Source: an optimization exercise on an open RTL-to-GDS flow (aim: small area, a short achievable clock period and few clock cycles). Production flows keep margins and buffers that such runs may drop. At most, simulation tests tie the RTL to the original design; equivalence was not proved. Only the layout flow was run in run 2; the RTL was not checked for function there. No activity file was given, so power comes from the tool's default toggle rates.

## flow/run.sh

```bash
#!/bin/bash
# Standard ORFS layout with the standard synthesis, unchanged.  Timing repair
# aims at a larger setup slack than the default so that the achieved period is
# short; the clock tree uses larger leaf clusters; ports get plain buffers.
set -euo pipefail
bash standard.sh SETUP_SLACK_MARGIN=10 CTS_CLUSTER_SIZE=24 CTS_CLUSTER_DIAMETER=70 \
    "BUFFER_PORTS_ARGS=-buffer_cell sky130_fd_sc_hd__buf_2" finish > standard.log 2>&1
```

## standard.sh

```bash
#!/bin/bash
# synth_recipe.tcl (not shown) runs the flow's synth.tcl, then flattens the netlist and writes it again
# the make line also repeats each setting of config.mk as NAME=value (left out here)
make -C /OpenROAD-flow-scripts/flow DESIGN_CONFIG=/design/flow/config.mk WORK_HOME=/design/flow/orfs CLKGATE_MAP_FILE= SYNTH_SCRIPT=/design/flow/synth_recipe.tcl "${@:-finish}"
```

## config.mk

```make
export PLATFORM = sky130hd
export DESIGN_NAME = kbd_scan_react
export DESIGN_NICKNAME = kbd_scan_react
export VERILOG_FILES = /design/flow/design.v
export SDC_FILE = /design/flow/constraint.sdc
export NUM_CORES = 8
export LEC_CHECK = 0
export CAP_MARGIN = 20
export CORE_MARGIN = 2
export CORE_UTILIZATION = 45
export PLACE_DENSITY = 0.65
export SLEW_MARGIN = 20
export SYNTH_HIERARCHICAL = 1
```

## constraint.sdc

```tcl
create_clock -name core_clock -period 14.0 [get_ports {clk}]
set_input_delay 2.8000 -clock core_clock [delete_from_list [all_inputs] [get_ports {clk}]]
set_output_delay 2.8000 -clock core_clock [all_outputs]
set_load 0.01 [all_outputs]
```

## design.v

```verilog
module kbd_scan_react (
    input  wire        clk,
    input  wire        rst,
    input  wire        cmd_valid,
    input  wire [7:0]  cmd,
    output wire        cmd_ready,
    output reg  [7:0]  row_n,
    input  wire [7:0]  col_n,
    input  wire [31:0] rnd_data,
    output reg         rnd_take,
    output wire [17:0] ev,
    output reg         led_valid,
    output reg  [23:0] led_data,
    output reg         draw_valid,
    output wire [1:0]  draw_sprite,
    output wire [2:0]  fault
);
    localparam [1:0] M_RAINBOW = 2'd0, M_LIGHTNING = 2'd1, M_CHASE = 2'd2, M_CHASE2 = 2'd3;
    localparam [3:0] S_IDLE = 4'd0,
                     S_SCAN = 4'd1,    
                     S_POP  = 4'd2,    
                     S_DBW  = 4'd3,    
                     S_LFW  = 4'd4,    
                     S_LF   = 4'd5,    
                     S_LW0  = 4'd6,    
                     S_LT0  = 4'd7,    
                     S_LW1  = 4'd8,    
                     S_LT1  = 4'd9,    
                     S_LR   = 4'd10,   
                     S_LR2  = 4'd11,   
                     S_LT2  = 4'd12,   
                     S_KW0  = 4'd13,   
                     S_KT0  = 4'd14,   
                     S_KT1  = 4'd15;   
    reg [3:0]  st;
    reg        rdy;
    reg        rdy_ok;       
    reg        f_proto, f_ill;
    reg [2:0]  sc_row;
    reg        row_on;
    reg [2:0]  ic;           
    reg [2:0]   phi;
    reg [63:0]  rs;          
    reg [255:0] rc;          
    reg [63:0]  rsn;         
    reg         lap0;        
    reg [3:0]   pass;        
    reg [7:0]   rhot;        
    reg [7:0]   pmask;       
    reg [7:0]   bvalid;
    reg [7:0]   bkind;
    reg [2:0]   brow;
    reg [7:0]   evrow;
    reg [7:0]   ev_r;        
    reg [59:0] lk;           
    reg [11:0] lt;           
    reg [1:0]  fk;           
    reg        fws;          
    reg [7:0]  ft;
    reg        fpend;        
    reg [6:0]  lcnt;
    reg [3:0]  cidx;
    reg [7:0]  cph;          
    reg [1:0]  mode;
    reg [3:0]  rsel;         
    reg [3:0]  jsel;         
    reg        lb;           
    reg        ldim;
    reg [7:0]  p0r;          
    reg [9:0]  a_p3;         
    reg        a_r0, a_r2;   
    reg [8:0]  a_fd;         
    reg        a_fl;         
    reg        a_ty;         
    reg [3:0]  a_d;          
    reg [1:0]  a_m3;         
    reg [1:0]  sprite;
    reg [31:0] dd;           
    reg x_ltf, x_lk, x_lm, x_dt, x_dk, x_lfin, x_lw;
    reg x_prev, x_prev2;     
    reg [3:0]  mnib;         
    reg [3:0]  macc;         
    reg [3:0]  mcnt;
    reg        mvalid;
    assign cmd_ready   = rdy;
    assign draw_sprite = sprite;
    assign fault       = {f_proto, f_ill, 1'b0};
    assign ev          = {ev_r[7:6], 5'd0, ev_r[5:3], 5'd0, ev_r[2:0]};
    wire [7:0]  u_s   = lap0 ? 8'd0  : rs[7:0];
    wire [31:0] u_c   = lap0 ? 32'd0 : rc[31:0];
    wire [7:0]  u_sn  = lap0 ? 8'd0  : rsn[7:0];
    wire        in_pass = (pass != 4'd0);
    reg  [7:0]  u_s2, u_fire, u_pend;
    reg  [31:0] u_c2;
    reg  [3:0]  uc;
    reg         udif;
    integer k;
    always @* begin
        for (k = 0; k < 8; k = k + 1) begin
            uc   = u_c[4*k +: 4];
            udif = u_sn[k] ^ u_s[k];
            u_fire[k] = udif & (uc == 4'd14);
            u_pend[k] = &uc;
            u_s2[k]   = u_s[k] ^ u_fire[k];
            u_c2[4*k +: 4] = udif ? ((&uc) ? 4'd1 : uc + 4'd1) : 4'd0;
        end
    end
    wire        u_fany   = |u_fire;
    reg         u_hot;
    always @* begin
        u_hot = 1'b0;
        for (k = 0; k < 8; k = k + 1)
            u_hot = u_hot | ((u_sn[k] ^ u_s[k]) & (u_c[4*k +: 4] == 4'd13));
    end
    wire [7:0]  lowmask  = (8'd1 << phi) - 8'd1;
    wire        ld_now   = !in_pass && (bvalid == 8'd0) && evrow[phi] && ((evrow & lowmask) == 8'd0);
    wire        q_any    = (bvalid != 8'd0) || (evrow != 8'd0);
    wire [7:0]  bmask    = (8'd1 << brow) - 8'd1;
    wire        pop_wait = (bvalid != 8'd0) ? ((pmask & bmask) != 8'd0) : ((pmask != 8'd0) || (evrow != 8'd0));
    reg [2:0] b_col;
    integer n;
    always @* begin
        b_col = 3'd0;
        for (n = 7; n >= 0; n = n - 1)
            if (bvalid[n]) b_col = n;
    end
    wire b_kind  = bkind[b_col];
    wire b_press = (bvalid != 8'd0) && b_kind;
    wire [2:0] sn_wp = sc_row - phi - 3'd1;
    wire       sample = (st == S_SCAN) && row_on;
    reg [7:0] bv_nx, evrow_nx, bkind_nx;
    reg [2:0] brow_nx;
    always @* begin
        bv_nx = bvalid; evrow_nx = evrow; bkind_nx = bkind; brow_nx = brow;
        if (in_pass) begin
            if (u_fany) begin
                if ((bvalid == 8'd0 && evrow == 8'd0) || (bvalid != 8'd0 && phi < brow)) begin
                    if (bvalid != 8'd0) evrow_nx[brow] = 1'b1;
                    brow_nx = phi; bv_nx = u_fire; bkind_nx = u_sn;
                end else
                    evrow_nx[phi] = 1'b1;
            end
        end else if (ld_now) begin
            brow_nx = phi; bv_nx = u_pend; bkind_nx = u_s;
            evrow_nx[phi] = 1'b0;
        end
    end
    wire [7:0] bv_pop = bvalid & ~(8'd1 << b_col);
    wire [7:0] ev_pop = (bvalid == 8'd0) ? 8'd0 : {1'b1, b_kind, brow, b_col};
    wire [3:0] m15   = (macc == 4'd15) ? 4'd0 : macc;
    wire [2:0] m5    = (m15 >= 4'd10) ? m15 - 4'd10 : (m15 >= 4'd5) ? m15 - 4'd5 : m15;
    wire [1:0] m3    = (m15 >= 4'd12) ? m15 - 4'd12 : (m15 >= 4'd9) ? m15 - 4'd9 :
                       (m15 >= 4'd6) ? m15 - 4'd6 : (m15 >= 4'd3) ? m15 - 4'd3 : m15;
    wire       r_trig = (mnib[1:0] == 2'd0) && (m5 == 3'd0);
    wire [1:0] m43   = (mnib[1:0] == 2'd3) ? 2'd0 : mnib[1:0];
    wire [2:0] jt    = {1'b0, m3} + 3'd3 - {1'b0, m43};
    wire [1:0] jq    = (jt >= 3'd3) ? jt[1:0] - 2'd3 : jt[1:0];
    wire [3:0] r_j   = {jq, mnib[1:0]};
    wire [4:0] ms1   = {1'b0, macc} + {1'b0, mnib};
    wire [3:0] ms3   = ms1[3:0] + {3'd0, ms1[4]};
    wire is_L   = (mode == M_LIGHTNING);
    wire is_C   = (mode == M_CHASE);
    wire [6:0] k_last  = (mode == M_CHASE2) ? 7'd99 : 7'd9;
    wire       lt_fire = (lcnt == k_last);
    wire       scan_go = (ic >= 3'd3) && !in_pass;
    wire frame_x = x_ltf | x_lk | x_lm | x_lfin | x_lw;
    wire lf_ok   = !frame_x && !x_prev && !x_prev2;
    wire dd_hit = x_dk ? 1'b0 : x_dt ? (dd == 32'd398) : (dd == 32'd399);
    wire [1:0] spr_t = (sprite == 2'd1) ? 2'd2 : 2'd1;
    wire [3:0] t_lk  = mvalid ? S_KT0 : S_KW0;
    wire [3:0] t_db  = in_pass ? S_DBW : S_IDLE;
    wire [3:0] t_pop = pop_wait ? S_POP : (b_press && is_L) ? t_lk : S_IDLE;
    wire [3:0] t_lt  = (lt_fire && is_L) ? (mvalid ? S_LT0 : S_LW0) : S_IDLE;
    wire [3:0] t_lkc = is_L ? t_lk : S_IDLE;
    wire [3:0] t_lf  = lf_ok ? S_LF : S_LFW;
    wire       pop_press = !pop_wait && b_press;
    reg [3:0] st_nx;
    reg       rdy_nx, rdyok_nx, take_nx, lfin_nx, lw_nx, lb_ld, ldim_ld, jsel_ld;
    reg [3:0] rsel_nx;
    reg [2:0] scrow_nx;
    reg [7:0] rown_nx;
    reg       rowon_nx;
    always @* begin
        st_nx = st; rdy_nx = rdy; rdyok_nx = rdy_ok; take_nx = 1'b0;
        lfin_nx = 1'b0; lw_nx = 1'b0; lb_ld = 1'b0; ldim_ld = 1'b0; jsel_ld = 1'b0;
        rsel_nx = rsel; scrow_nx = sc_row; rown_nx = row_n; rowon_nx = row_on;
        case (st)
        S_SCAN: begin
            if (row_on) begin
                rown_nx = 8'hFF; rowon_nx = 1'b0; scrow_nx = sc_row + 3'd1;
                if (sc_row == 3'd7) begin
                    st_nx = S_IDLE; rdy_nx = 1'b1; rdyok_nx = 1'b1;
                end
            end else if (scan_go) begin
                rown_nx = ~(8'd1 << sc_row); rowon_nx = 1'b1;
            end
        end
        S_DBW: if (!in_pass) begin
            st_nx = S_IDLE; rdy_nx = 1'b1; rdyok_nx = !q_any;
        end
        S_POP: if (!pop_wait) begin
            st_nx = t_pop; rdy_nx = (t_pop == S_IDLE); rdyok_nx = (t_pop == S_IDLE);
            take_nx = b_press && is_L && mvalid;
        end
        S_LFW: if (lf_ok) begin
            st_nx = S_LF; rsel_nx = 4'd2;
        end
        S_LF: begin
            if (rsel == 4'd12) begin
                st_nx = S_IDLE; rdy_nx = 1'b1; rdyok_nx = 1'b1; rsel_nx = 4'd1;
            end else
                rsel_nx = rsel + 4'd1;
        end
        S_LW0: if (mvalid) begin
            st_nx = S_LT0; take_nx = 1'b1;
        end
        S_LT0: begin
            if (r_trig)
                st_nx = S_LW1;
            else begin
                st_nx = S_IDLE; rdy_nx = 1'b1; rdyok_nx = 1'b1; lfin_nx = 1'b1;
            end
        end
        S_LW1: if (mvalid) begin
            st_nx = S_LT1; take_nx = 1'b1; rsel_nx = r_j;
        end
        S_LT1: begin
            st_nx = S_LR; rsel_nx = 4'd1; jsel_ld = 1'b1;
        end
        S_LR: begin
            st_nx = S_LR2; ldim_ld = 1'b1;
        end
        S_LR2: begin
            if (ldim) begin
                st_nx = S_LT2; take_nx = 1'b1;
            end else begin
                st_nx = S_IDLE; rdy_nx = 1'b1; rdyok_nx = 1'b1; lfin_nx = 1'b1;
            end
        end
        S_LT2: begin
            lb_ld = 1'b1;
            st_nx = S_IDLE; rdy_nx = 1'b1; rdyok_nx = 1'b1; lfin_nx = 1'b1; lw_nx = 1'b1;
        end
        S_KW0: if (mvalid) begin
            st_nx = S_KT0; take_nx = 1'b1;
        end
        S_KT0: begin
            st_nx = S_KT1; take_nx = 1'b1; jsel_ld = 1'b1;
        end
        S_KT1: begin
            lb_ld = 1'b1;
            st_nx = S_IDLE; rdy_nx = 1'b1; rdyok_nx = 1'b1; lw_nx = 1'b1;
        end
        default: ;
        endcase
    end
    wire pop_s = (st == S_POP) && !pop_wait;
    wire [3:0] st_d;
    wire       rdy_d, rdyok_d, fill_d, fproto_d, xltf_d, xlk_d, xlm_d, xdt_d, xdk_d;
    wire       dv_d, take_d, rowon_d;
    wire [3:0] pass_d;
    wire [6:0] lcnt_d;
    wire [1:0] mode_d, spr_d;
    wire [7:0] ev_d, bv_d, rown_d;
    wire [2:0] scrow_d;
    wire [7:0] pmask_d;
    wire [3:0] rsel_d;
    wire       ledv_d;
    kbd_scan_react_cmd u_cmd (
        .cmd(cmd), .cmd_valid(cmd_valid), .rdy_ok(rdy_ok),
        .st_nx(st_nx), .t_db(t_db), .t_pop(t_pop), .t_lt(t_lt), .t_lkc(t_lkc), .t_lf(t_lf),
        .rdy_nx(rdy_nx), .rdyok_nx(rdyok_nx),
        .r_db(t_db == S_IDLE), .r_pop(t_pop == S_IDLE), .r_lt(t_lt == S_IDLE), .r_lkc(t_lkc == S_IDLE),
        .ro_db(!in_pass && !q_any),
        .f_ill(f_ill), .fproto_nx(f_proto || (st == S_DBW && !in_pass && q_any)),
        .db_proto(!in_pass && q_any),
        .pass_nx(in_pass ? pass - 4'd1 : (st == S_DBW && !q_any) ? 4'd8 : 4'd0),
        .lcnt(lcnt), .lcnt_lt(lt_fire ? 7'd0 : lcnt + 7'd1),
        .mode(mode),
        .ltf_lt(lt_fire && !is_L), .lk_lk(is_C), .lk_pop(pop_press && is_C),
        .xlk_nx(pop_s && b_press && is_C), .dk_pop(pop_press), .xdk_nx(pop_s && b_press),
        .spr_t(spr_t), .spr_nx((pop_s && b_press) ? spr_t : sprite), .dd_hit(dd_hit),
        .dv_nx(pop_s && b_press),
        .take_nx(take_nx), .take_lt(lt_fire && is_L && mvalid), .take_lk(is_L && mvalid),
        .take_pop(pop_press && is_L && mvalid),
        .pop_ok(!pop_wait), .ev_pop(ev_pop), .ev_nx(pop_s ? ev_pop : ev_r),
        .bv_pop(bv_pop), .bv_nx(pop_s ? bv_pop : bv_nx),
        .scrow_nx(scrow_nx), .rown_nx(rown_nx), .rowon_nx(rowon_nx), .scan_go(scan_go),
        .rhot(rhot),
        .pmask_nx((st == S_DBW && !in_pass && !q_any) ? rhot :
                  in_pass ? (pmask & ~(8'd1 << phi)) : pmask),
        .lf_ok(lf_ok), .rsel_nx(rsel_nx), .ledv_nx((st == S_LF) || (st == S_LFW && lf_ok)),
        .step_nx(a_step), .s_a(s_a), .z_a(z_a),
        .st_d(st_d), .rdy_d(rdy_d), .rdyok_d(rdyok_d), .fill_d(fill_d), .fproto_d(fproto_d),
        .pass_d(pass_d), .lcnt_d(lcnt_d), .mode_d(mode_d), .xltf_d(xltf_d), .xlk_d(xlk_d),
        .xlm_d(xlm_d), .xdt_d(xdt_d), .xdk_d(xdk_d), .spr_d(spr_d), .dv_d(dv_d), .take_d(take_d),
        .ev_d(ev_d), .bv_d(bv_d), .scrow_d(scrow_d), .rown_d(rown_d), .rowon_d(rowon_d),
        .rsel_d(rsel_d), .pmask_d(pmask_d), .ledv_d(ledv_d), .n_a(n_a));
    wire a_step = (st == S_LF && rsel != 4'd12) || (st == S_LFW && lf_ok) || (st == S_LT1);
    wire       f_rb  = (fk == 2'd0);
    wire       f_c2  = (fk == 2'd3);
    wire [3:0] d0    = (f_c2 && cidx >= 4'd6) ? cidx - 4'd6 : cidx;
    wire [7:0] a0_p  = f_rb ? ft : cph - {4'd0, d0};
    wire [9:0] a0_p3 = {2'd0, p0r} + {1'd0, p0r, 1'b0};
    wire [10:0] a_dp3 = f_rb ? (fws ? ((a_m3 == 2'd2) ? 11'd66 : 11'd63) : 11'd0)
                             : (a_d == 4'd0) ? (f_c2 ? -11'd15 : -11'd33) : 11'd3;
    wire [10:0] a_s3  = {1'b0, a_p3} + a_dp3;
    wire [9:0]  a_p3n = {a_s3[10] ? 2'b10 : (a_s3[9:8] == 2'b11) ? 2'b00 : a_s3[9:8], a_s3[7:0]};
    wire [3:0]  a_dn  = (a_d == 4'd0) ? (f_c2 ? 4'd5 : 4'd11) : a_d - 4'd1;
    wire [1:0]  a_m3n = (a_m3 == 2'd2) ? 2'd0 : a_m3 + 2'd1;
    wire [4:0]  s_k   = f_rb ? 5'd0 : lk[5*rsel +: 5];
    wire [4:0]  z_k   = f_rb ? 5'd0 : lk[4:0];
    wire [27:0] s_a   = {a_p3n, a_p3n < 10'd255, a_p3n >= 10'd510,
                         {1'b0, s_k, 3'd0} + {3'd0, s_k, 1'b0}, lt[rsel], a_dn, a_m3n};
    wire [27:0] z_a   = {a0_p3, a0_p3 < 10'd255, a0_p3 >= 10'd510,
                         {1'b0, z_k, 3'd0} + {3'd0, z_k, 1'b0}, lt[0], d0, 2'd0};
    wire [27:0] n_a;
    wire       b_r0  = a_r0;
    wire       b_r2  = a_r2;
    wire [7:0] b_3q  = a_p3[7:0] + {6'd0, b_r2, !b_r0 && !b_r2};
    wire [7:0] lo_v  = a_fl ? (a_ty ? 8'd128 : 8'd255) : b_3q;
    wire [7:0] hi_v  = a_fl ? 8'd255 : ~b_3q;
    wire [9:0] lo_d  = {2'd0, lo_v} - {1'b0, a_fd};
    wire [9:0] hi_d  = {2'd0, hi_v} - {1'b0, a_fd};
    wire [7:0] lo_f  = lo_d[9] ? 8'd0 : lo_d[7:0];
    wire [7:0] hi_f  = hi_d[9] ? 8'd0 : hi_d[7:0];
    wire [7:0] c_r   = (a_fl | b_r2) ? lo_f : b_r0 ? hi_f : 8'd0;
    wire [7:0] c_g   = a_fl ? lo_f : b_r0 ? 8'd0 : b_r2 ? hi_f : lo_f;
    wire [7:0] c_b   = (a_fl | !(b_r0 | b_r2)) ? hi_f : b_r0 ? lo_f : 8'd0;
    wire       c_dim = c_r < 8'd100;
    wire [3:0] cidx_next = (cidx == 4'd11) ? 4'd0 : cidx + 4'd1;
    wire [3:0] cidx_twin = (cidx_next >= 4'd6) ? cidx_next - 4'd6 : cidx_next + 4'd6;
    wire chase_upd = x_ltf & mode[1];
    wire l_clear   = x_lm & (mode != M_RAINBOW);
    wire l_fade    = chase_upd | x_lfin;
    reg [59:0] lk_n;
    reg [11:0] lt_n;
    reg        wr;
    integer i;
    always @* begin
        for (i = 0; i < 12; i = i + 1) begin
            wr = ((chase_upd | x_lk) & ((i == cidx_next) || (mode == M_CHASE2 && i == cidx_twin))) |
                 (x_lw & (i == jsel));
            lt_n[i] = (x_lw & (i == jsel)) ? lb : lt[i];
            if (l_clear)
                lk_n[5*i +: 5] = 5'd31;
            else if (wr)
                lk_n[5*i +: 5] = l_fade ? 5'd1 : 5'd0;
            else if (l_fade && lk[5*i +: 5] != 5'd31)
                lk_n[5*i +: 5] = lk[5*i +: 5] + 5'd1;
            else
                lk_n[5*i +: 5] = lk[5*i +: 5];
        end
    end
    always @(posedge clk) begin
        led_data <= {c_g, c_r, c_b};
        p0r  <= a0_p;
        {a_p3, a_r0, a_r2, a_fd, a_ty, a_d, a_m3} <= n_a;
        a_fl <= (fk == 2'd1);
        lt   <= lt_n;
        bkind <= bkind_nx;
        brow  <= brow_nx;
        if (jsel_ld) jsel <= r_j;
        if (lb_ld)   lb   <= rnd_data[0];
        if (ldim_ld) ldim <= c_dim;
        rs  <= {in_pass ? u_s2 : u_s, rs[63:8]};
        rc  <= {in_pass ? u_c2 : u_c, rc[255:32]};
        rsn <= {u_sn, rsn[63:8]};
        if (sample)
            rsn[8*sn_wp +: 8] <= ~col_n;
        if (rst) begin
            st <= S_IDLE; rdy <= 1'b1; rdy_ok <= 1'b1;
            f_proto <= 1'b0; f_ill <= 1'b0;
            sc_row <= 3'd0; row_on <= 1'b0; ic <= 3'd0; row_n <= 8'hFF;
            phi <= 3'd0; lap0 <= 1'b1; pass <= 4'd0; rhot <= 8'd0; pmask <= 8'd0;
            bvalid <= 8'd0; evrow <= 8'd0; ev_r <= 8'd0;
            lk <= {12{5'd31}}; fk <= 2'd1; fws <= 1'b0; ft <= 8'd255; fpend <= 1'b0;
            lcnt <= 7'd0; cidx <= 4'd0; cph <= 8'd255; mode <= M_RAINBOW;
            rsel <= 4'd1;
            sprite <= 2'd0; dd <= 32'd0;
            x_ltf <= 1'b0; x_lk <= 1'b0; x_lm <= 1'b0;
            x_dt <= 1'b0; x_dk <= 1'b0; x_lfin <= 1'b0; x_lw <= 1'b0; x_prev <= 1'b0; x_prev2 <= 1'b0;
            rnd_take <= 1'b0; led_valid <= 1'b0; draw_valid <= 1'b0;
            mcnt <= 4'd0; macc <= 4'd0; mvalid <= 1'b0;
        end else begin
            if (rnd_take) begin
                mcnt <= 4'd0; macc <= 4'd0; mvalid <= 1'b0;
            end else if (!mvalid) begin
                if (!mcnt[3]) begin
                    case (mcnt[2:0])
                    3'd0: mnib <= rnd_data[31:28];
                    3'd1: mnib <= rnd_data[27:24];
                    3'd2: mnib <= rnd_data[23:20];
                    3'd3: mnib <= rnd_data[19:16];
                    3'd4: mnib <= rnd_data[15:12];
                    3'd5: mnib <= rnd_data[11:8];
                    3'd6: mnib <= rnd_data[7:4];
                    default: mnib <= rnd_data[3:0];
                    endcase
                end
                if (mcnt != 4'd0)
                    macc <= ms3;
                if (mcnt[3])
                    mvalid <= 1'b1;
                else
                    mcnt <= mcnt + 4'd1;
            end
            ic <= row_on ? 3'd0 : (ic[2] ? 3'd4 : ic + 3'd1);
            phi   <= phi + 3'd1;
            if (phi == 3'd7) lap0 <= 1'b0;
            evrow <= evrow_nx;
            if (in_pass)
                rhot[phi] <= u_hot;
            pmask <= pmask_d;
            lk <= lk_n;
            if (x_lm) begin
                if (mode == M_RAINBOW)
                    fpend <= 1'b1;
                else begin
                    fk <= mode; cidx <= 4'd0; cph <= 8'd255;
                end
            end else if (chase_upd | x_lk) begin
                cidx <= cidx_next;
                cph  <= cph + 8'd1;
            end
            if (x_ltf && mode == M_RAINBOW) begin
                fk <= 2'd0;
                if (fpend) begin
                    fws <= 1'b1; ft <= 8'd0; fpend <= 1'b0;
                end else
                    ft <= ft + 8'd1;
            end
            if (x_dk)
                dd <= 32'd0;
            else if (x_dt)
                dd <= dd + 32'd1;
            x_prev  <= frame_x;
            x_prev2 <= x_prev;
            st      <= st_d;
            rdy     <= rdy_d;
            rdy_ok  <= rdyok_d;
            f_ill   <= fill_d;
            f_proto <= fproto_d;
            pass    <= pass_d;
            lcnt    <= lcnt_d;
            mode    <= mode_d;
            x_ltf   <= xltf_d;
            x_lk    <= xlk_d;
            x_lm    <= xlm_d;
            x_dt    <= xdt_d;
            x_dk    <= xdk_d;
            x_lfin  <= lfin_nx;
            x_lw    <= lw_nx;
            sprite  <= spr_d;
            draw_valid <= dv_d;
            rnd_take   <= take_d;
            ev_r    <= ev_d;
            bvalid  <= bv_d;
            sc_row  <= scrow_d;
            row_n   <= rown_d;
            row_on  <= rowon_d;
            rsel    <= rsel_d;
            led_valid <= ledv_d;
        end
    end
endmodule
module kbd_scan_react_cmd (
    input  wire [7:0] cmd,
    input  wire       cmd_valid,
    input  wire       rdy_ok,
    input  wire [3:0] st_nx, t_db, t_pop, t_lt, t_lkc, t_lf,
    input  wire       rdy_nx, rdyok_nx, r_db, r_pop, r_lt, r_lkc, ro_db,
    input  wire       f_ill, fproto_nx, db_proto,
    input  wire [3:0] pass_nx,
    input  wire [6:0] lcnt, lcnt_lt,
    input  wire [1:0] mode,
    input  wire       ltf_lt, lk_lk, lk_pop, xlk_nx, dk_pop, xdk_nx,
    input  wire [1:0] spr_t, spr_nx,
    input  wire       dd_hit, dv_nx,
    input  wire       take_nx, take_lt, take_lk, take_pop,
    input  wire       pop_ok,
    input  wire [7:0] ev_pop, ev_nx, bv_pop, bv_nx,
    input  wire [2:0] scrow_nx,
    input  wire [7:0] rown_nx,
    input  wire       rowon_nx, scan_go,
    input  wire [7:0] rhot, pmask_nx,
    input  wire       lf_ok,
    input  wire [3:0] rsel_nx,
    input  wire       ledv_nx, step_nx,
    input  wire [27:0] s_a, z_a,
    output wire [3:0] st_d,
    output wire       rdy_d, rdyok_d, fill_d, fproto_d,
    output wire [3:0] pass_d,
    output wire [6:0] lcnt_d,
    output wire [1:0] mode_d,
    output wire       xltf_d, xlk_d, xlm_d, xdt_d, xdk_d,
    output wire [1:0] spr_d,
    output wire       dv_d, take_d,
    output wire [7:0] ev_d, bv_d,
    output wire [2:0] scrow_d,
    output wire [7:0] rown_d,
    output wire       rowon_d,
    output wire [3:0] rsel_d,
    output wire [7:0] pmask_d,
    output wire       ledv_d,
    output wire [27:0] n_a
);
    wire ok     = cmd_valid & rdy_ok;
    wire a_scan = ok & (cmd == 8'h10);
    wire a_db   = ok & (cmd == 8'h20);
    wire a_pop  = ok & (cmd == 8'h21);
    wire a_lt   = ok & (cmd == 8'h30);
    wire a_lk   = ok & (cmd == 8'h31);
    wire a_lf   = ok & (cmd == 8'h32);
    wire a_lm   = ok & (cmd[7:2] == 6'b001101);
    wire a_dt   = ok & (cmd == 8'h40);
    wire a_dk   = ok & (cmd == 8'h41);
    wire a_ill  = ok & ~((cmd == 8'h10) | (cmd == 8'h20) | (cmd == 8'h21) | (cmd == 8'h30) |
                         (cmd == 8'h31) | (cmd == 8'h32) | (cmd[7:2] == 6'b001101) |
                         (cmd == 8'h40) | (cmd == 8'h41));
    assign st_d     = a_scan ? 4'd1 : a_db ? t_db : a_pop ? t_pop : a_lt ? t_lt :
                      a_lk ? t_lkc : a_lf ? t_lf : st_nx;
    assign rdy_d    = (a_scan | a_lf) ? 1'b0 : a_db ? r_db : a_pop ? r_pop : a_lt ? r_lt :
                      a_lk ? r_lkc : rdy_nx;
    assign rdyok_d  = (a_scan | a_lf | a_ill) ? 1'b0 : a_db ? ro_db : a_pop ? r_pop :
                      a_lt ? r_lt : a_lk ? r_lkc : rdyok_nx;
    assign fill_d   = f_ill | a_ill;
    assign fproto_d = fproto_nx | (a_db & db_proto);
    assign pass_d   = (a_db & ro_db) ? 4'd8 : pass_nx;
    assign pmask_d  = (a_db & ro_db) ? rhot : pmask_nx;
    assign lcnt_d   = a_lt ? lcnt_lt : a_lm ? 7'd0 : lcnt;
    assign mode_d   = a_lm ? cmd[1:0] : mode;
    assign xltf_d   = a_lt & ltf_lt;
    assign xlk_d    = (a_lk & lk_lk) | (a_pop & lk_pop) | xlk_nx;
    assign xlm_d    = a_lm;
    assign xdt_d    = a_dt;
    assign xdk_d    = a_dk | (a_pop & dk_pop) | xdk_nx;
    assign spr_d    = (a_dk | (a_pop & dk_pop)) ? spr_t : (a_dt & dd_hit) ? 2'd0 : spr_nx;
    assign dv_d     = a_dk | (a_dt & dd_hit) | (a_pop & dk_pop) | dv_nx;
    assign take_d   = (a_lt & take_lt) | (a_lk & take_lk) | (a_pop & take_pop) | take_nx;
    assign ev_d     = (a_pop & pop_ok) ? ev_pop : ev_nx;
    assign bv_d     = (a_pop & pop_ok) ? bv_pop : bv_nx;
    assign scrow_d  = a_scan ? 3'd0 : scrow_nx;
    assign rown_d   = a_scan ? (scan_go ? 8'hFE : 8'hFF) : rown_nx;
    assign rowon_d  = a_scan ? scan_go : rowon_nx;
    wire   lf_go    = a_lf & lf_ok;
    assign rsel_d   = lf_go ? 4'd2 : rsel_nx;
    assign ledv_d   = lf_go | ledv_nx;
    assign n_a      = (lf_go | step_nx) ? s_a : z_a;
endmodule
```

==> metrics.md, run 1 <==
| Metric | Value |
|---|---|
| Run status | `complete, no violations` |
| Row cnt | `96` |
| Leakage | `13.5 nW` |
| All-layer global routing usage | `0.198` |
| Htree depth | `2` |
| Relative slew slack | `0.379` |
| Hold Buf Count CTS | `0` |
| Gate count after technology mapping | `3240` |
| Die W | `267 um` |
| Worst EP arrival | `4.52 ns` |
| DP Wirelength | `50500 um` |
| Asr flop ratio synth | `0` |
| Max FO, Critical Path | `12` |
| DR WL/cell | `17.0 um` |
| GR Overflow Total | `0` |
| Ratio of cells with drive above 1 in the final layout | `0.118` |
| Mapped cell area | `0.0311 mm2` |
| Net switching fraction of the power | `0.243` |
| Vias | `23010` |
| Clk_skew | `0.0234 ns` |
| Post-synthesis sequential area ratio | `0.462` |
| Pwr Total | `3.62 mW` |
| Final Hold Vio Count | `0` |
| Core ar. | `0.0685 mm2` |
| WL final | `71200 um` |
| Flop pwr share | `0.567` |
| Grt met3 use | `0.0328` |
| Setup CP Type | `input pin to flip-flop` |
| Worst setup SP type | `input pin` |
| Top FF cell, synth | `dfxtp_1` |
| Syn_area_per_cell | `9.60 um2` |
| CP Capture Type | `flip-flop` |
| Routability Congestion | `0.881` |
| ANT nets after route | `0` |
| Max-slew violation count | `0` |
| EDFF count, synth | `33` |
| Peak Freq | `248 MHz` |
| Most common cell after layout, fill and taps aside | `dfxtp_1` |
| Clock slew seen by the registers of the worst setup and hold paths | `0.09 ns` |
| Number of global-route vias before repair | `21445` |
| IO Count | `110` |
| Die Y | `267 um` |
| CTS Sinks | `701` |
| Die area | `0.0713 mm2` |
| Unique cell type count in the Yosys netlist | `103` |
| Internal power | `2.74 mW` |
| Number of port buffers | `98` |
| Sw Pwr | `0.880 mW` |
| CTS Buf Count | `43` |
| Post-layout nets | `3515` |
| Req. time, crit path | `14.48 ns` |
| Worst hold path class | `flip-flop to flip-flop` |
| RSZ-0062 raised after global routing | `yes` |
| Setup TNS | `0 ns` |
| GR Layer Usage met1 | `0.261` |
| CTS tree | `done` |
| Setup violators final | `0` |
| #FFs+latches synth | `701` |
| Grt peak-use layer | `met2` |
| Clk latency of the worst-skew pair | `0.61 ns` |
| Initial antenna violation count | `5` |
| Drt drc | `0` |
| Clock Tree Root | `clkbuf_16` |
| Met2 usage in global routing | `0.322` |
| Worst vdd ir | `0.000110 V` |
| Clock Tree Buf Depth | `3` |
| Power density cells | `106 mW/mm2` |
| First-pass GRT wire length | `114000 um` |
| Initial DRC Count | `1672` |
| Initial Util | `0.454` |
| Commonest non-fill, non-tap cells in the layout | `dfxtp_1 (654), nand2_1 (260), nor2_1 (244), o21ai_0 (203), ha_1 (160)` |
| Detailed Routing Iterations Pass 1 | `6` |
| Crit path time final | `4.04 ns` |
| Layout area overhead | `9.80%` |
| Vias/cell | `5.48` |
| Max-Cap Viols | `0` |
| Largest net degree at the start of global routing | `81` |
| Fin crit share | `0.288` |
| Synth warn | `7` |
| Clock network power share | `0.363` |
| Slew @ Worst Pin | `0.928 ns` |
| Combinational share of power | `0.070` |
cells by family (layout without fill, tap and decap cells):
group / Yosys count / count (layout) / synth area share
AND/OR/NAND/NOR: 1081 / 1083 / 0.180
AO/OA/AOI/OAI: 696 / 696 / 0.147
XOR/XNOR: 131 / 131 / 0.0369
flip-flops: 701 / 701 / 0.462
multiplexers: 159 / 159 / 0.0639
adder cells (fa/ha/maj): 171 / 171 / 0.0714
other: 2 / 23 / 0.000241
buffers and inverters: 299 / 355 / 0.0398
cells in the mapped netlist (all sizes together), types with 20 or more instances:
library cell  count  share of area
a21o             34         0.0082
a21oi           149          0.024
a22o             52          0.015
a22oi            29         0.0070
a31oi            20         0.0042
and2             24         0.0048
and3             40         0.0080
buf              39         0.0084
clkbuf          109          0.013
dfxtp           668           0.43
edfxtp           33          0.032
ha              160          0.064
inv             151          0.018
mux2             66          0.026
mux2i            73          0.023
mux4             20          0.014
nand2           262          0.032
nand2b           54          0.011
nand3            91          0.015
nand4            34         0.0073
nor2            250          0.031
nor2b           112          0.023
nor3             65          0.011
nor4             24         0.0061
o21ai           211          0.034
o31ai            25         0.0060
or2              33         0.0066
xnor2            60          0.017
xor2             71          0.020
sequential cells by signal, indices dropped and copies added, names as in the netlist, 9 cells and up:
name,flops
a_fd,9
a_p3,10
dd,32
led_data,24
lk,60
lt,12
rc,256
rs,64
rsn,64
worst max-delay path, cell delays in order:
cell and delay [ns]:
buf_12 0.12, or4_4 0.58, buf_6 0.15, nor3_4 0.26, nand2_4 0.15, mux2_4 0.33, nor2b_1 0.13
per-module statistics from Yosys (local to each module, per instance):
module              flip-flops and latches  area, um2
kbd_scan_react_cmd                       0       1730
kbd_scan_react                         701      29400
power by group through the flow:
stage	Clock, mW	Sequential (mW)	Combinational, mW
after floorplan	0	2.08	0.198
after global placement	0	2.10	0.237
after CTS	1.35	2.05	0.250
after detailed placement	0	2.10	0.243
final	1.31	2.05	0.253
after global routing	1.43	2.05	0.287
layer usage:
layer  wire, um  share of wire  up-vias
li1           -              -    11504
met1      32300           0.45    10927
met2      33000           0.46      449
met3       3470          0.049      126
met4       2430          0.034        4
met5         23        0.00032        -
area by class of cell:
class / count / area (um2)
clock buffer: 50 / 1140
clock inverter: 20 / 218
tap: 882 / 1100
multi-input combinational: 2262 / 15800
sequential: 701 / 14400
inverter: 151 / 571
timing repair buffer: 134 / 910
antenna: 1 / 2.50
fill: 6373 / 34300
per-stage QoR:
stage / cells / hold slack (ns) / setup WS, ns / cell area [um2] / utilization
after detailed placement: 4105 / 0.312 / 9.02 / 32300 / 0.471
after global routing: 4200 / 0.318 / 9.90 / 34200 / 0.499
after floorplan: 3260 / 0.310 / 9.56 / 31300 / -
after global placement: 4105 / 0.310 / 9.07 / 32300 / 0.471
after CTS: 4190 / 0.317 / 9.88 / 33900 / 0.495
final: 4201 / 0.319 / 9.96 / 34200 / 0.499
path summary, 6_finish.rpt:
path / startpoint / end / slack, ns / depth (start not counted)
setup reg to reg: a_r0$_DFF_P_ / ldim$_DFFE_PP_ / 10.12 / 14
hold reg to reg: rs[50]$_DFF_P_ / rs[42]$_DFF_P_ / 0.32 / 0
hold / removal: rs[50]$_DFF_P_ / rs[42]$_DFF_P_ / 0.32 / 0
setup / recovery: cmd[1] / pmask[3]$_SDFF_PP0_ / 9.96 / 7
timing repair:
item | 4_1_cts | 5_1_grt
setup buffers | 12 | 10
endpoints found under the hold margin | 0 | 0
endpoints found under the setup margin | 157 | 106
gates cloned | 3 | 0
pin swaps | 6 | 10
resized for setup | 45 | 34
Testbench counts, summed over its fixed seeds: cycles 1,040,346.
==> run 2: changes to the inputs <==
--- a/design.v
+++ b/design.v
@@ -77,3 +77,3 @@
     reg [1:0]  sprite;
-    reg [31:0] dd;           
+    reg [31:0] dd;
     reg x_ltf, x_lk, x_lm, x_dt, x_dk, x_lfin, x_lw;
@@ -167,3 +167,5 @@
     wire lf_ok   = !frame_x && !x_prev && !x_prev2;
-    wire dd_hit = x_dk ? 1'b0 : x_dt ? (dd == 32'd398) : (dd == 32'd399);
+    localparam [31:0] DD_398 = 32'h213f36d5, DD_399 = 32'h427e6daa;
+    wire dd_hit = x_dk ? 1'b0 : x_dt ? (dd == DD_398) : (dd == DD_399);
+    wire dd_fb  = dd[31] ^ dd[21] ^ dd[1] ^ dd[0] ^ (dd[30:0] == 31'd0);
     wire [1:0] spr_t = (sprite == 2'd1) ? 2'd2 : 2'd1;
@@ -435,3 +437,3 @@
             else if (x_dt)
-                dd <= dd + 32'd1;
+                dd <= {dd[30:0], dd_fb};
             x_prev  <= frame_x;
--- a/config.mk
+++ b/config.mk
@@ -9,4 +9,4 @@
 export CORE_MARGIN = 2
-export CORE_UTILIZATION = 45
-export PLACE_DENSITY = 0.65
+export CORE_UTILIZATION = 40
+export PLACE_DENSITY = 0.6
 export SLEW_MARGIN = 20
==> run 2 against run 1 <==
  * Final cell count up 2.6%
  * Fmax up 0.75%
  * Sequential share of layout area up 0.13 points
  * Utilization down 5.2 points
  * Routed wire length down 2.9%
  * Synthesized cell count down 0.96%
  * Non-clock buffer count down 7
  * Worst setup slack better by 0.030 ns
  * Critical path depth up 1
  * Highest routed layer is now met4
==> metrics.md, run 2 <==
| Metric | Value |
|---|---|
| Run status | `complete, no violations` |
| Row cnt | `101` |
| Die Y | `282 um` |
| Hold wc startpoint | `rc[67]$_DFF_P_` |
| Initial DRC Count | `1288` |
| Max reg flops | `256` |
| Routability Congestion | `0.865` |
| Combinational share of power | `0.091` |
| Max-slew violation count | `0` |
| Hold EP | `rc[35]$_DFF_P_` |
| Initial antenna violation count | `1` |
| Hold Buf Count CTS | `0` |
| Sw Pwr | `0.982 mW` |
| Internal power | `2.83 mW` |
| Htree depth | `2` |
| Relative slew slack | `0.272` |
| Fin crit share | `0.286` |
| First-pass GRT wire length | `111000 um` |
| Number of port buffers | `98` |
| Top FF cell, synth | `dfxtp_1` |
| RSZ-0062 raised after global routing | `yes` |
| GR Overflow Total | `0` |
| IO Count | `110` |
| Final Util | `0.447` |
| Max-Cap Viols | `0` |
| #FFs+latches synth | `701` |
| CTS Buf Count | `45` |
| Power density cells | `112 mW/mm2` |
| Clock slew seen by the registers of the worst setup and hold paths | `0.09 ns` |
| Req. time, crit path | `14.51 ns` |
| Synth top area share | `0.434` |
| CTS Sinks | `701` |
| Clk latency of the worst-skew pair | `0.64 ns` |
| Worst EP arrival | `4.52 ns` |
| Ratio of cells with drive above 1 in the final layout | `0.118` |
| Crit path time final | `4.01 ns` |
| All-layer global routing usage | `0.170` |
| Commonest cells in the netlist | `dfxtp_1 (668), nor2_1 (270), nand2_1 (236)` |
| Asr flop ratio synth | `0` |
| Clock Tree Root | `clkbuf_16` |
| R2r endpoint | `rsn[60]$_DFF_P_` |
| Net switching fraction of the power | `0.258` |
| Clock network power share | `0.368` |
| EDFF count, synth | `33` |
| Vias | `22420` |
| Largest net degree at the start of global routing | `78` |
| Pwr Total | `3.81 mW` |
| Worst r2r src | `phi[0]$_SDFF_PP0_` |
| Flop-to-flop setup slack | `10.23 ns` |
| Most common cell in the netlist | `dfxtp_1` |
| Die area | `0.0793 mm2` |
| Layout area overhead | `10.4%` |
| Core ar. | `0.0761 mm2` |
| Setup CP Type | `input pin to flip-flop` |
| Post-layout nets | `3476` |
| Largest regs | `rc x256, rs x64, rsn x64` |
| Initial Util | `0.405` |
| WL final | `69200 um` |
| Vias/cell | `5.20` |
| Setup TNS | `0 ns` |
| Mapped cell area | `0.0308 mm2` |
| Placed Cells incl. Taps | `4220` |
| Commonest non-fill, non-tap cells in the layout | `dfxtp_1 (651), nor2_1 (267), nand2_1 (234), o21ai_0 (190), a21oi_1 (169)` |
| Leakage | `13.4 nW` |
| Worst hold path class | `flip-flop to flip-flop` |
| Worst vdd ir | `0.000111 V` |
| Post-synthesis sequential area ratio | `0.466` |
| DR WL/cell | `16.0 um` |
| Yosys top cell by area | `dfxtp_1` |
| Peak Freq | `250 MHz` |
| Setup violators final | `0` |
| Synth warn | `7` |
| Flop pwr share | `0.541` |
| CTS tree | `done` |
| Slew @ Worst Pin | `1.06 ns` |
| Die W | `282 um` |
| Most common cell after layout, fill and taps aside | `dfxtp_1` |
| Detailed Routing Iterations Pass 1 | `7` |
| Final Hold Vio Count | `0` |
| Largest register by flop count | `rc` |
| CP Capture Type | `flip-flop` |
| Clock Tree Buf Depth | `3` |
| R2R cell count | `9` |
| Gate count after technology mapping | `3209` |
| N_diodes | `0` |
| Clk_skew | `0.0497 ns` |
| Area contributors post-synth | `dfxtp_1 (43%), ha_1 (6.4%), nor2_1 (3.3%), edfxtp_1 (3.2%), mux2i_1 (3.1%)` |
| Layout Cells excl Fill | `4312` |
| Unique cell type count in the Yosys netlist | `104` |
| Drt drc | `0` |
| ANT nets after route | `0` |
| DP Wirelength | `48200 um` |
| WHS Path Cells | `0` |
| Syn_area_per_cell | `9.61 um2` |
| Number of global-route vias before repair | `20850` |
| Worst setup SP type | `input pin` |
| Max FO, Critical Path | `8` |
[run 2: worst max path at each step]
stage / startpoint / to / slack, ns / depth (start not counted)
global route: macc[0]$_SDFFE_PP0P_ / rsel[3]$_SDFF_PP0_ / 9.93 / 19
floorplan: cmd[3] / bvalid[1]$_SDFF_PP0_ / 9.56 / 7
global placement: cmd[0] / a_fd[2]$_DFF_P_ / 8.98 / 5
CTS: cmd[0] / row_on$_SDFF_PP0_ / 9.99 / 7
detailed placement: cmd[0] / a_fd[2]$_DFF_P_ / 8.95 / 5
finish: cmd_valid / ev_r[4]$_SDFF_PP0_ / 9.99 / 8
[run 2: repair_timing]
action	4_1_cts	5_1_grt
resized for setup	22	40
pin swaps	3	8
buffers inserted	2	15
setup endpoints to repair	140	75
cloned	1	1
[run 2: logic make-up (layout without fill, tap and decap cells)]
group                      Yosys count  count (layout)  share of synthesized area
adders and majority gates          169             169                     0.0712
buffers and inverters              297             349                     0.0403
other                                2              22                   0.000244
and+or+nand+nor                   1041            1042                      0.173
AOI/OAI and AO/OA                  704             704                      0.146
muxes                              185             185                     0.0725
DFF                                701             701                      0.466
xor gates and xnor gates           110             110                     0.0312
[run 2: modules after synthesis, one instance, submodules excluded]
module	cells	flops+latches	times used	area [um2]
kbd_scan_react_cmd	212	0	1	1730
kbd_scan_react	2997	701	1	29100
[run 2: stage by stage]
stage	worst slack, ns	hold slack (ns)	area [um2]
2_1_floorplan	9.56	0.310	31000
3_3_place_gp	8.98	0.310	32100
3_5_place_dp	8.95	0.312	32100
4_1_cts	9.99	0.324	33800
5_1_grt	9.93	0.332	34000
6_report	9.99	0.321	34000
[run 2: final cells by class]
cell class,instances,area (um2)
multi-input combinational,2232,15500
tap,1030,1290
fill,7406,42000
clock inverter,22,293
timing repair buffer,127,773
clock buffer,51,1210
inverter,149,559
sequential,701,14400
[run 2: routing by layer]
metal | share of wire | wire length, um | vias up | global-route usage
li1 | - | - | 11337 | -
met1 | 0.48 | 32900 | 10613 | 0.236
met2 | 0.46 | 32000 | 383 | 0.283
met3 | 0.040 | 2780 | 87 | 0.0212
met4 | 0.021 | 1440 | 0 | 0.0415
met5 | 0 | 0 | - | 0
[run 2: power by group through the flow]
stage	sequential [mW]	combinational (mW)	clock, mW
2_1_floorplan	2.09	0.253	0
3_3_place_gp	2.11	0.306	0
3_5_place_dp	2.11	0.310	0
4_1_cts	2.06	0.313	1.45
5_1_grt	2.07	0.396	1.52
6_report	2.06	0.346	1.40
[run 2: critical path, stage by stage]
cell,delay (ns)
buf_6,0.07
nand2_4,0.06
or4_4,0.62
nor2_4,0.17
nand3_4,0.14
clkbuf_16,0.23
mux2_4,0.29
nor2b_1,0.12
==> run 3: changes to the inputs <==
--- a/design.v
+++ b/design.v
@@ -79,2 +79,3 @@
     reg x_ltf, x_lk, x_lm, x_dt, x_dk, x_lfin, x_lw;
+    reg x_rclr;              
     reg x_prev, x_prev2;     
@@ -165,3 +166,3 @@
     wire       scan_go = (ic >= 3'd3) && !in_pass;
-    wire frame_x = x_ltf | x_lk | x_lm | x_lfin | x_lw;
+    wire frame_x = x_ltf | x_lk | x_lm | x_lfin | x_lw | x_rclr;
     wire lf_ok   = !frame_x && !x_prev && !x_prev2;
@@ -335,3 +336,3 @@
     wire chase_upd = x_ltf & mode[1];
-    wire l_clear   = x_lm & (mode != M_RAINBOW);
+    wire l_clear   = (x_lm & (mode != M_RAINBOW)) | x_rclr;
     wire l_fade    = chase_upd | x_lfin;
@@ -357,2 +358,7 @@
     always @(posedge clk) begin
+        lk <= lk_n;
+        if (x_dk)
+            dd <= 32'd0;
+        else if (x_dt)
+            dd <= {dd[30:0], dd_fb};
         led_data <= {c_g, c_r, c_b};
@@ -378,8 +384,8 @@
             bvalid <= 8'd0; evrow <= 8'd0; ev_r <= 8'd0;
-            lk <= {12{5'd31}}; fk <= 2'd1; fws <= 1'b0; ft <= 8'd255; fpend <= 1'b0;
+            fk <= 2'd1; fws <= 1'b0; ft <= 8'd255; fpend <= 1'b0;
             lcnt <= 7'd0; cidx <= 4'd0; cph <= 8'd255; mode <= M_RAINBOW;
             rsel <= 4'd1;
-            sprite <= 2'd0; dd <= 32'd0;
+            sprite <= 2'd0;
             x_ltf <= 1'b0; x_lk <= 1'b0; x_lm <= 1'b0;
-            x_dt <= 1'b0; x_dk <= 1'b0; x_lfin <= 1'b0; x_lw <= 1'b0; x_prev <= 1'b0; x_prev2 <= 1'b0;
+            x_dt <= 1'b0; x_dk <= 1'b1; x_rclr <= 1'b1; x_lfin <= 1'b0; x_lw <= 1'b0; x_prev <= 1'b0; x_prev2 <= 1'b0;
             rnd_take <= 1'b0; led_valid <= 1'b0; draw_valid <= 1'b0;
@@ -416,3 +422,3 @@
             pmask <= pmask_d;
-            lk <= lk_n;
+            x_rclr <= 1'b0;
             if (x_lm) begin
@@ -434,6 +440,2 @@
             end
-            if (x_dk)
-                dd <= 32'd0;
-            else if (x_dt)
-                dd <= {dd[30:0], dd_fb};
             x_prev  <= frame_x;
==> run 3 against run 2 <==
  * Hold slack better by 0.0033 ns
  * Power down 3.0%
  * Critical path type unchanged
  * Clock skew down 0.014 ns
==> metrics.md, run 3 <==
| Metric | Value |
|---|---|
| Commonest non-fill, non-tap cells in the layout | `dfxtp_1 (654), nor2_1 (268), nand2_1 (238), o21ai_0 (203), ha_1 (155)` |
| Unique cell type count in the Yosys netlist | `99` |
| Final Hold Vio Count | `0` |
| Run status | `complete, no violations` |
| Max reg flops | `256` |
| Vias/cell | `5.21` |
| CP cell instances | `buf_6 > or4b_4 > nor3_4 > nand2_4 > mux2_4 > nor2b_1` |
| Clock Tree Root | `clkbuf_16` |
| ANT nets after route | `0` |
| Worst EP arrival | `4.45 ns` |
| Hold wc startpoint | `rc[163]$_DFF_P_` |
| Yosys top cell by area | `dfxtp_1` |
| Fin crit share | `0.285` |
| Htree depth | `2` |
| Sw Pwr | `0.918 mW` |
| Setup violators final | `0` |
| Worst vdd ir | `0.0000978 V` |
| Number of global-route vias before repair | `20989` |
| Clock Tree Buf Depth | `3` |
| Worst r2r src | `brow[1]$_DFFE_PP_` |
| IO Count | `110` |
| Max FO, Critical Path | `7` |
| Clock network power share | `0.370` |
| Gate count after technology mapping | `3186` |
| CTS Sinks | `702` |
| Mapped cell area | `0.0308 mm2` |
| CP delay by family, top | `simple AND/OR/NAND/NOR gates` |
| Initial Util | `0.405` |
| Multi-input combinational cell area | `0.0156 mm2` |
| Pwr Total | `3.70 mW` |
| Largest net degree at the start of global routing | `95` |
| Setup CP Type | `input pin to flip-flop` |
| Peak Freq | `251 MHz` |
| Detailed Routing Iterations Pass 1 | `5` |
| First-pass GRT wire length | `111000 um` |
| R2r endpoint | `sprite[0]$_SDFF_PP0_` |
| Worst hold path class | `flip-flop to flip-flop` |
| Total stage count of the critical path | `6` |
| Placed inst area | `0.0322 mm2` |
| Internal power | `2.78 mW` |
| #FFs+latches synth | `702` |
| CTS tree | `done` |
| Slowest-stage cell, CP | `or4b_4` |
| Register area | `0.0144 mm2` |
| Largest regs | `rc x256, rs x64, rsn x64` |
| Clock slew seen by the registers of the worst setup and hold paths | `0.09 ns` |
| Commonest cells in the netlist | `dfxtp_1 (669), nor2_1 (272), nand2_1 (241)` |
| Pre-CTS setup slack | `8.90 ns` |
| Routability Congestion | `0.871` |
| Vias | `22352` |
| Worst setup SP type | `input pin` |
| Initial antenna violation count | `0` |
| Cell area after layout | `0.0341 mm2` |
| Final worst setup slack | `10.01 ns` |
| N_diodes | `0` |
| Layout area overhead | `10.6%` |
| RSZ-0062 raised after global routing | `yes` |
| Top FF cell, synth | `dfxtp_1` |
| DR WL/cell | `15.9 um` |
| Slew @ Worst Pin | `1.02 ns` |
| Die area | `0.0793 mm2` |
| CP Capture Type | `flip-flop` |
| Most common cell in the netlist | `dfxtp_1` |
| Area contributors post-synth | `dfxtp_1 (43%), ha_1 (6.5%), o21ai_0 (3.4%), nor2_1 (3.3%), mux2i_1 (3.3%)` |
| Clk latency of the worst-skew pair | `0.61 ns` |
| Syn_area_per_cell | `9.67 um2` |
| Crit path time final | `3.99 ns` |
| Fillers | `7380` |
| WL final | `68500 um` |
| Leakage | `13.4 nW` |
| WHS Path Cells | `0` |
| Drt drc | `0` |
| Most common cell after layout, fill and taps aside | `dfxtp_1` |
| Max-Cap Viols | `0` |
| Req. time, crit path | `14.46 ns` |
| Synth top area share | `0.435` |
| Number of port buffers | `98` |
| Row cnt | `101` |
| Flop pwr share | `0.557` |
| Post-layout nets | `3461` |
| Relative slew slack | `0.321` |
| Setup TNS | `0 ns` |
| Flop-to-flop setup slack | `10.20 ns` |
| Synth warn | `7` |
| Die W | `282 um` |
| Crit path buf inv count | `1` |
| CTS Buf Count | `43` |
| R2R cell count | `18` |
| Combinational share of power | `0.073` |
| Core ar. | `0.0761 mm2` |
| Hold Buf Count CTS | `0` |
| DP Wirelength | `48200 um` |
| Net switching fraction of the power | `0.248` |
| Clk_skew | `0.0362 ns` |
| Max-slew violation count | `0` |
| Post-synthesis sequential area ratio | `0.467` |
| Asr flop ratio synth | `0` |
| Hold EP | `rc[131]$_DFF_P_` |
| EDFF count, synth | `33` |
| All-layer global routing usage | `0.171` |
| Final Util | `0.448` |
| Initial DRC Count | `1483` |
| Die Y | `282 um` |
| Crit path largest cell delay | `0.60 ns` |
| GR Overflow Total | `0` |
| Largest register by flop count | `rc` |
| Ratio of cells with drive above 1 in the final layout | `0.121` |
| Power density cells | `109 mW/mm2` |
==> run 3: cell families after synthesis <==
group           count (synthesis)  share of synthesized area
other cells                     2                   0.000244
xor+xnor                      119                     0.0338
fa+ha+maj                     170                     0.0717
mux                           192                     0.0753
simple gates                 1027                      0.168
compound gates                688                      0.146
buf+inv                       286                     0.0383
flops                         702                      0.467
==> run 3: how the worst max path moves through the flow <==
stage                       startpoint                    to
after floorplan                 cmd[3]  bvalid[1]$_SDFF_PP0_
after global placement          cmd[0]       a_fd[2]$_DFF_P_
after detailed placement        cmd[7]          a_r0$_DFF_P_
after CTS                    cmd_valid   pmask[2]$_SDFF_PP0_
after global routing      a_r2$_DFF_P_        ldim$_DFFE_PP_
final                           cmd[6]   pmask[2]$_SDFF_PP0_
==> run 3: cell type report <==
class,count,area share
Clock inverter,22,0.00951
Timing Repair Buffer,132,0.0242
Multi-Input combinational cell,2220,0.458
Tap cell,1030,0.0378
Clock buffer,47,0.0320
Inverter,141,0.0156
Sequential cell,702,0.423
==> run 3: worst register-to-register path: cells and delay by family (launching register included) <==
family	cells	cell delay (ns)
buffers and inverters	4	0.37
and+or+nand+nor	5	0.74
AOI/OAI and AO/OA	6	1.64
DFF	1	0.38
adders and majority gates	3	0.54
==> run 3: what timing repair did <==
| action | in CTS | in global routing |
|---|---|---|
| cloned | 2 | 0 |
| buffers inserted | 12 | 10 |
| pin swaps | 7 | 16 |
| gates resized for setup | 27 | 51 |
| endpoints found under the setup margin | 88 | 75 |
==> run 3: metrics by stage <==
step	cells	hold WS, ns
final	4294	0.325
after global routing	4294	0.328
after CTS	4284	0.328
after detailed placement	4201	0.312
after global placement	4201	0.310
after floorplan	3206	0.310
==> run 3: layer usage <==
metal,vias up,track usage,wire length (um),part of all wire
li1,11252,-,-,-
met1,10617,0.237,33400,0.49
met2,398,0.282,31100,0.45
met3,85,0.0207,2420,0.035
met4,0,0.0435,1490,0.022
met5,-,0,0,0
==> run 3: power groups by stage <==
stage / Clock, mW / Sequential [mW] / Combinational (mW)
after CTS: 1.41 / 2.06 / 0.266
after global placement: 0 / 2.10 / 0.259
after global routing: 1.49 / 2.06 / 0.310
after detailed placement: 0 / 2.10 / 0.263
after floorplan: 0 / 2.09 / 0.217
final: 1.37 / 2.06 / 0.272
==> run 3: Yosys stat by module, one instance, submodules excluded <==
module | copies in the design | flops+latches | cells
kbd_scan_react | 1 | 702 | 2974
kbd_scan_react_cmd | 1 | 0 | 212
Testbench counts of run 3, summed over its fixed seeds: cycles 1,040,346.
==> run 4: changes to the inputs <==
--- a/design.v
+++ b/design.v
@@ -60,3 +60,3 @@
     reg        fpend;        
-    reg [6:0]  lcnt;
+    reg [6:0]  lcnt;         
     reg [3:0]  cidx;
@@ -163,4 +163,3 @@
     wire is_C   = (mode == M_CHASE);
-    wire [6:0] k_last  = (mode == M_CHASE2) ? 7'd99 : 7'd9;
-    wire       lt_fire = (lcnt == k_last);
+    wire       lt_fire = (lcnt == ((mode == M_CHASE2) ? 7'h5d : 7'h0c));    
     wire       scan_go = (ic >= 3'd3) && !in_pass;
@@ -280,3 +279,3 @@
         .pass_nx(in_pass ? pass - 4'd1 : (st == S_DBW && !q_any) ? 4'd8 : 4'd0),
-        .lcnt(lcnt), .lcnt_lt(lt_fire ? 7'd0 : lcnt + 7'd1),
+        .lcnt(lcnt), .lcnt_lt(lt_fire ? 7'd1 : {lcnt[5:0], lcnt[6] ^ lcnt[5]}),
         .mode(mode),
@@ -385,3 +384,3 @@
             fk <= 2'd1; fws <= 1'b0; ft <= 8'd255; fpend <= 1'b0;
-            lcnt <= 7'd0; cidx <= 4'd0; cph <= 8'd255; mode <= M_RAINBOW;
+            lcnt <= 7'd1; cidx <= 4'd0; cph <= 8'd255; mode <= M_RAINBOW;
             rsel <= 4'd1;
@@ -534,3 +533,3 @@
     assign pmask_d  = (a_db & ro_db) ? rhot : pmask_nx;
-    assign lcnt_d   = a_lt ? lcnt_lt : a_lm ? 7'd0 : lcnt;
+    assign lcnt_d   = a_lt ? lcnt_lt : a_lm ? 7'd1 : lcnt;
     assign mode_d   = a_lm ? cmd[1:0] : mode;
--- a/flow/run.sh
+++ b/flow/run.sh
@@ -5,3 +5,3 @@
 set -euo pipefail
-bash standard.sh SETUP_SLACK_MARGIN=10 CTS_CLUSTER_SIZE=24 CTS_CLUSTER_DIAMETER=70 \
+bash standard.sh SETUP_SLACK_MARGIN=10 CTS_CLUSTER_SIZE=18 CTS_CLUSTER_DIAMETER=60 \
     "BUFFER_PORTS_ARGS=-buffer_cell sky130_fd_sc_hd__buf_2" finish > standard.log 2>&1
==> run 4 against run 3 <==
  * Still clean on timing, DRC and antenna
  * Final cell count rose by 0.30%
  * Design area grew 1.4%
  * Register-to-register slack got worse by 0.04 ns
  * Hold slack worse by 0.033 ns
  * Combinational power about the same
  * Routed wire length increased by 2.8%
  * Die area about the same
  * Power rose by 7.5%
  * Clock power grew about 20%
  * Flip-flop and latch count unchanged
==> metrics.md, run 4 <==
| Metric | Value |
|---|---|
| Run status | `complete, no violations` |
| Largest regs | `rc x256, rs x64, rsn x64` |
| Final Hold Vio Count | `0` |
| Initial DRC Count | `1516` |
| Power density cells | `115 mW/mm2` |
| Net switching fraction of the power | `0.248` |
| Clock Tree Buf Depth | `3` |
| Max reg flops | `256` |
| Clk latency of the worst-skew pair | `0.68 ns` |
| Ratio of cells with drive above 1 in the final layout | `0.132` |
| Routability Congestion | `0.871` |
| CTS Sinks | `702` |
| Worst hold slack | `0.292 ns` |
| Peak Freq | `251 MHz` |
| Die W | `282 um` |
| Setup CP Type | `flip-flop to output port` |
| Syn_area_per_cell | `9.70 um2` |
| ANT nets after route | `0` |
| WL final | `70400 um` |
| Unique cell type count in the Yosys netlist | `106` |
| Asr flop ratio synth | `0` |
| Slew @ Worst Pin | `1.02 ns` |
| Vias | `22600` |
| Drt drc | `0` |
| Commonest non-fill, non-tap cells in the layout | `dfxtp_1 (648), nand2_1 (261), nor2_1 (227), o21ai_0 (203), ha_1 (152)` |
| Met2 usage in global routing | `0.291` |
| N_diodes | `0` |
| Synth warn | `7` |
| Top FF cell, synth | `dfxtp_1` |
| Clock network power share | `0.412` |
| Detailed Routing Iterations Pass 1 | `5` |
| Relative slew slack | `0.316` |
| Leakage | `13.6 nW` |
| Worst setup SP type | `flip-flop` |
| Initial antenna violation count | `1` |
| Area contributors post-synth | `dfxtp_1 (43%), ha_1 (6.4%), mux2i_1 (3.5%), o21ai_0 (3.3%), edfxtp_1 (3.2%)` |
| Pre-CTS setup slack | `9.07 ns` |
| Max FO, Critical Path | `1` |
| CTS Buf Count | `59` |
| RSZ-0062 raised after global routing | `yes` |
| Largest register by flop count | `rc` |
| Fin crit share | `0.285` |
| EDFF count, synth | `33` |
| R2r endpoint | `bvalid[2]$_SDFF_PP0_` |
| Vias/cell | `5.25` |
| R2R cell count | `16` |
| First-pass GRT wire length | `114000 um` |
| IO Count | `110` |
| Max-Cap Viols | `0` |
| Core ar. | `0.0761 mm2` |
| DR WL/cell | `16.3 um` |
| Crit path time final | `3.99 ns` |
| Hold Buf Count CTS | `0` |
| Setup TNS | `0 ns` |
| Worst r2r src | `brow[1]$_DFFE_PP_` |
| Worst EP arrival | `1.19 ns` |
| Internal power | `2.99 mW` |
| WHS Path Cells | `0` |
| Clock Tree Root | `clkbuf_16` |
| Hold EP | `rc[28]$_DFF_P_` |
| Max-slew violation count | `0` |
| Flop-to-flop setup slack | `10.16 ns` |
| Final Util | `0.454` |
| Hold wc startpoint | `rc[60]$_DFF_P_` |
| Synth top area share | `0.434` |
| DP Wirelength | `49100 um` |
| Mapped cell area | `0.0308 mm2` |
| Die Y | `282 um` |
| CP cell instances | `buf_6` |
| Most common cell after layout, fill and taps aside | `dfxtp_1` |
| All-layer global routing usage | `0.176` |
| Combinational share of power | `0.069` |
| Flop pwr share | `0.518` |
| Sw Pwr | `0.984 mW` |
| Htree depth | `2` |
| CP delay by family, top | `flip-flops` |
| Largest net degree at the start of global routing | `80` |
| Grt met3 use | `0.0237` |
| Grt peak-use layer | `met2` |
| Final worst setup slack | `10.01 ns` |
| Pwr Total | `3.98 mW` |
| CP Capture Type | `output port` |
| Gate count after technology mapping | `3180` |
| Clk_skew | `0.0810 ns` |
| Post-layout nets | `3457` |
| Number of port buffers | `98` |
| Req. time, crit path | `11.20 ns` |
| Crit path largest cell delay | `0.41 ns` |
| GR Overflow Total | `0` |
| CTS tree | `done` |
| Setup violators final | `0` |
| Slowest-stage cell, CP | `dfxtp_4` |
| Crit path buf inv count | `1` |
| Initial Util | `0.405` |
| Post-synthesis sequential area ratio | `0.466` |
| Row cnt | `101` |
| Die area | `0.0793 mm2` |
| Worst hold path class | `flip-flop to flip-flop` |
| Most common cell in the netlist | `dfxtp_1` |
| Worst vdd ir | `0.000102 V` |
| Layout area overhead | `12.0%` |
| #FFs+latches synth | `702` |
| Clock slew seen by the registers of the worst setup and hold paths | `0.08 ns` |
| Number of global-route vias before repair | `21441` |
| Yosys top cell by area | `dfxtp_1` |
| GR Layer Usage met1 | `0.239` |
| Commonest cells in the netlist | `dfxtp_1 (669), nand2_1 (263), nor2_1 (229)` |
## run 4: changes by cell type after synthesis, sizes merged, moves of 9 or more
| cell | change |
|---|---|
| a22o | -30 |
| and2 | +12 |
| buf | +16 |
| nand2 | +23 |
| nand2b | +15 |
| nand3 | -9 |
| nor2 | -43 |
| o22ai | +10 |
| xnor2 | -10 |
## run 4: worst max-delay path by stage
stage                                 endpoint  slack [ns]                   from  cells after the start
after global placement         a_fd[5]$_DFF_P_        9.13                 cmd[7]                      5
after global routing                draw_valid        9.97  draw_valid$_SDFF_PP0_                      1
after detailed placement          a_r2$_DFF_P_        9.07                 cmd[7]                      5
after CTS                           draw_valid        9.91  draw_valid$_SDFF_PP0_                      1
final                               draw_valid       10.01  draw_valid$_SDFF_PP0_                      1
after floorplan           bvalid[1]$_SDFF_PP0_        9.50                 cmd[7]                      8
## run 4: cells by family (layout without fill, tap and decap cells)
kind of cell,count (synthesis),after routing,synth area share
AOI/OAI and AO/OA,690,690,0.145
xor gates and xnor gates,110,110,0.0312
adders and majority gates,168,168,0.0708
buffers and inverters,287,362,0.0384
DFF,702,702,0.466
muxes,194,194,0.0751
other,2,22,0.000244
and+or+nand+nor,1027,1029,0.173
## run 4: cell type report
cell class / instances / area (um2)
fill: 7394 / 41500
multi-input combinational: 2213 / 15600
sequential: 702 / 14400
clock buffer: 73 / 1570
tap: 1030 / 1290
timing repair buffer: 128 / 817
inverter: 134 / 507
clock inverter: 27 / 362
## run 4: modules after synthesis, one instance, submodules excluded
module              flip-flops and latches  cells inside  area (um2)  copies in the design
kbd_scan_react_cmd                       0           230        1760                     1
kbd_scan_react                         702          2950       29100                     1
## run 4: routing by layer
metal / wire [um] / part of all wire / up-vias
met5: 0 / 0 / -
met4: 1910 / 0.027 / 0
met3: 2890 / 0.041 / 125
met2: 32300 / 0.46 / 450
met1: 33300 / 0.47 / 10726
li1: - / - / 11299
## run 4: power groups by stage
stage,clock [mW],combinational [mW],sequential [mW]
finish,1.64,0.275,2.06
detailed placement,0,0.270,2.10
CTS,1.69,0.273,2.06
floorplan,0,0.228,2.09
global placement,0,0.267,2.10
global route,1.76,0.312,2.06
## run 4: stage by stage
stage,std cells,cell area [um2]
2_1_floorplan,3200,31000
3_3_place_gp,4188,32200
3_5_place_dp,4188,32200
4_1_cts,4295,34300
5_1_grt,4307,34600
6_report,4307,34600
## run 4: repair_timing
action / 4_1_cts / 5_1_grt
setup endpoints to repair: 73 / 106
gates cloned: 2 / 0
buffers inserted: 5 / 12
pin swaps: 6 / 5
gates resized for setup: 43 / 38
Testbench counts of run 4, summed over its fixed seeds: cycles 1,040,346.

## port drivers added, routing unchanged
How much do the figures lean on ideal ports? The routed layouts below were timed once more, with nothing changed but the port constraints. Step 1 assumes that a clkbuf_16 drives the clock port and a buf_2 every other input. Step 2 times the ports against the registers' clock, not the clock port: input delays grow and output delays shrink by t, the midpoint of the rising clock arrivals with the driver on. a / b / c = ideal ports / drivers / drivers and shift; a / b = the first two.
run	t, ns	slack for setup (ns)	pins driven straight from the clock port
run 1	0.661	9.962 / 9.937 / 9.277	1
run 2	0.678	9.992 / 9.987 / 9.326	1
run 3	0.654	10.014 / 10.009 / 9.387	1
run 4	0.699	10.009 / 9.950 / 9.365	1
After both steps setup and hold are still met in every run listed. For run 1, which loses most, drivers alone change the setup slack by -0.025 ns; drivers and shift together by -0.685 ns.
